From an optimization exercise on the open Yosys and OpenROAD flow, aimed at small area, a short achievable clock period and few clock cycles; shortcuts taken in it are not production practice. Function was checked by simulation only, so behaviour that the tests miss may differ from the original. Power and IR drop assume default switching activity.

## dshot_core
module dshot_core (
  input  wire         clk,
  input  wire         rst,
  input  wire         cmd_valid,
  output wire         cmd_ready,
  input  wire [39:0]  cmd,
  output reg          rdata_valid,
  output reg  [31:0]  rdata,
  output reg          ev_valid,
  output reg  [146:0] ev
);
Size in the first run: roughly 2300 cells after synthesis, roughly 590 flip-flops, ~230 I/O pins.
==> flow/config.mk <==
export PLATFORM = sky130hd
export DESIGN_NAME = dshot_core
export DESIGN_NICKNAME = dshot_core
export VERILOG_FILES = /design/flow/design.v
export SDC_FILE = /design/flow/constraint.sdc
export NUM_CORES = 4
export LEC_CHECK = 0
export CAP_MARGIN = 20
export CORE_MARGIN = 2
export CORE_UTILIZATION = 70
export CTS_CLUSTER_DIAMETER = 100
export CTS_CLUSTER_SIZE = 24
export PLACE_DENSITY = 0.85
export SLEW_MARGIN = 20
==> flow/constraint.sdc <==
create_clock -name core_clock -period 14.0 [get_ports {clk}]
set_input_delay 2.8000 -clock core_clock [delete_from_list [all_inputs] [get_ports {clk}]]
set_output_delay 2.8000 -clock core_clock [all_outputs]
set_load 0.01 [all_outputs]
standard.sh (not shown) runs the stock make flow with config.mk's settings and CLKGATE_MAP_FILE= SYNTH_SCRIPT=/design/flow/synth_recipe.tcl, a recipe that flattens the netlist after the stock synthesis.
==> flow/flow/run.sh <==
#!/bin/bash
# Standard ORFS layout, with timing repair aiming well below the clock period and
# plain buf_2 cells for the port buffers.
bash standard.sh SETUP_SLACK_MARGIN=10 TNS_END_PERCENT=100 "BUFFER_PORTS_ARGS=-buffer_cell sky130_fd_sc_hd__buf_2" finish > standard.log 2>&1
Testbench counts at the start, summed over its fixed seeds: cycles 40,723.
Change:
==> flow/flow/run.sh (replaced) <==
#!/bin/bash
# Standard ORFS layout, with timing repair aiming well below the clock period and
# plain buf_2 cells for the port buffers.
bash standard.sh SETUP_SLACK_MARGIN=9.9 TNS_END_PERCENT=100 "BUFFER_PORTS_ARGS=-buffer_cell sky130_fd_sc_hd__buf_2" finish > standard.log 2>&1
- CORE_UTILIZATION: 70 -> 60
- PLACE_DENSITY: 0.85 -> 0.75
What happened: Via count decreases by 5.4%; routed wire length goes down by 2.9%; cell area goes down by 2.3%; total power stays flat; global-route usage is lower by 6.4 points; worst setup slack improves by 0.030 ns; first-iteration DRC count drops by 15%; die area climbs by 16%.
Change:
==> flow/flow/run.sh (replaced) <==
#!/bin/bash
# Standard ORFS layout, with timing repair aiming well below the clock period and
# plain buf_2 cells for the port buffers.
bash standard.sh SETUP_SLACK_MARGIN=10 TNS_END_PERCENT=100 "BUFFER_PORTS_ARGS=-buffer_cell sky130_fd_sc_hd__buf_2" finish > standard.log 2>&1
Wire length is higher by 3.6%.
Final cell count is higher by 3.4%.
Worst setup slack barely changes.
Combinational power is higher by about 1%.
Worst hold slack improves by 0.0089 ns.
Sequential share of layout area is lower by 1.5 points.
Sequential power barely changes.
Area after synthesis does not change.
Clock skew is higher by 0.0073 ns.

## main
Another version of the RTL of dshot_core (not shown whole).
Size: roughly 3000 cells after synthesis, ~580 flip-flops, about 230 I/O pins, ~30000 um2 of cells after synthesis.
==> flow/design.v (excerpt) <==
module dshot_core (
  input  wire         clk,
  input  wire         rst,
  input  wire         cmd_valid,
  output wire         cmd_ready,
  input  wire [39:0]  cmd,
  output reg          rdata_valid,
  output reg  [31:0]  rdata,
  output reg          ev_valid,
  output reg  [146:0] ev
);
Settings: LEC_CHECK=0, CAP_MARGIN=20, CORE_MARGIN=2, CORE_UTILIZATION=40, PLACE_DENSITY=0.6, SLEW_MARGIN=20; clock period 14.0 ns.
run.sh (not shown) runs the stock make flow with config.mk's settings and CLKGATE_MAP_FILE= SYNTH_SCRIPT=/design/flow/synth_recipe.tcl, a recipe that flattens the netlist after the stock synthesis.
Stock flow here: none of the scripts above is used.
Testbench counts of main, summed over its fixed seeds: cycles 40,715.
diff inputs: main => the feature branch
==> flow/flow/run.sh (new file) <==
#!/bin/bash
# Standard ORFS layout, with timing repair aiming well below the clock period.
bash standard.sh SETUP_SLACK_MARGIN=10 TNS_END_PERCENT=100 finish > standard.log 2>&1
==> flow/standard.sh (new file) <==
#!/bin/bash
# synth_recipe.tcl (not shown) runs the flow's synth.tcl, then flattens the netlist and writes it again
# the make line also repeats each setting of config.mk as NAME=value (left out here)
make -C /OpenROAD-flow-scripts/flow DESIGN_CONFIG=/design/flow/config.mk WORK_HOME=/design/flow/orfs CLKGATE_MAP_FILE= SYNTH_SCRIPT=/design/flow/synth_recipe.tcl "${@:-finish}"
removed: flow/run.sh
[summary]
Across main and the feature branch, none had a timing, DRC or antenna violation. Against main as the reference, the feature branch delivers a higher total routed wirelength. On via count: between main and the feature branch, it ends up lower for main. On part of the power in combinational logic: between main and the feature branch, it ends up higher for the feature branch. Summary of the feature branch over main: total met3 wirelength after detailed routing went up 46%; final-stage net count went up about 9%. Comparing sequential fraction of total cell area for main and the feature branch, the bigger number came from main. Of main and the feature branch, the lower power density over the cells belongs to the feature branch. The feature branch ends up with a final instance area that is 4900 um2 higher than in main. ~same number of detailed-routing iterations run before antenna repair in main and the feature branch. Comparing main and the feature branch, the higher number of buffers and inverters on the critical path is on the feature branch.

[afterwards: timing with drivers on the ports]
No port has a modelled driver above. Below, the same layouts with a new extraction and two added sets of constraints.
Step 1: set_driving_cell puts a clkbuf_16 on clk and a buf_2 on each other input, an assumption about the parent block.
Step 2 adds t to the input delays and takes it off the output delays; t is the mean of the earliest and latest rising clock arrival at the registers after step 1. Input paths then give back, and output paths get back, about the clock's delay inside the block.
a / b / c = ideal / step 1 / step 2; a / b = the first two.
| run | shift t [ns] | setup WS [ns] | hold WS [ns] | clock arrival spread, ns | slew at the worst register clock pin (ns) |
|---|---|---|---|---|---|
| the first run of note 1 | 0.659 | 9.890 / 9.831 / 9.336 | 0.439 / 0.439 / 0.439 | 0.021 / 0.020 | 0.10 / 0.10 |
| the second run of note 1 | 0.661 | 9.921 / 9.861 / 9.390 | 0.441 / 0.441 / 0.441 | 0.018 / 0.018 | 0.10 / 0.10 |
| the third run of note 1 | 0.659 | 9.922 / 9.861 / 9.399 | 0.450 / 0.450 / 0.450 | 0.025 / 0.026 | 0.11 / 0.11 |
| main | 0.680 | 7.148 / 7.083 / 7.763 | 0.463 / 0.463 / 0.463 | 0.043 / 0.043 | 0.07 / 0.07 |
| the feature branch | 0.674 | 8.552 / 8.487 / 9.161 | 0.480 / 0.480 / 0.480 | 0.034 / 0.035 | 0.06 / 0.06 |
After both steps setup and hold are still met in every run listed. For the first run of note 1, which loses most, drivers alone change the setup slack by -0.059 ns; drivers and shift together by -0.554 ns.
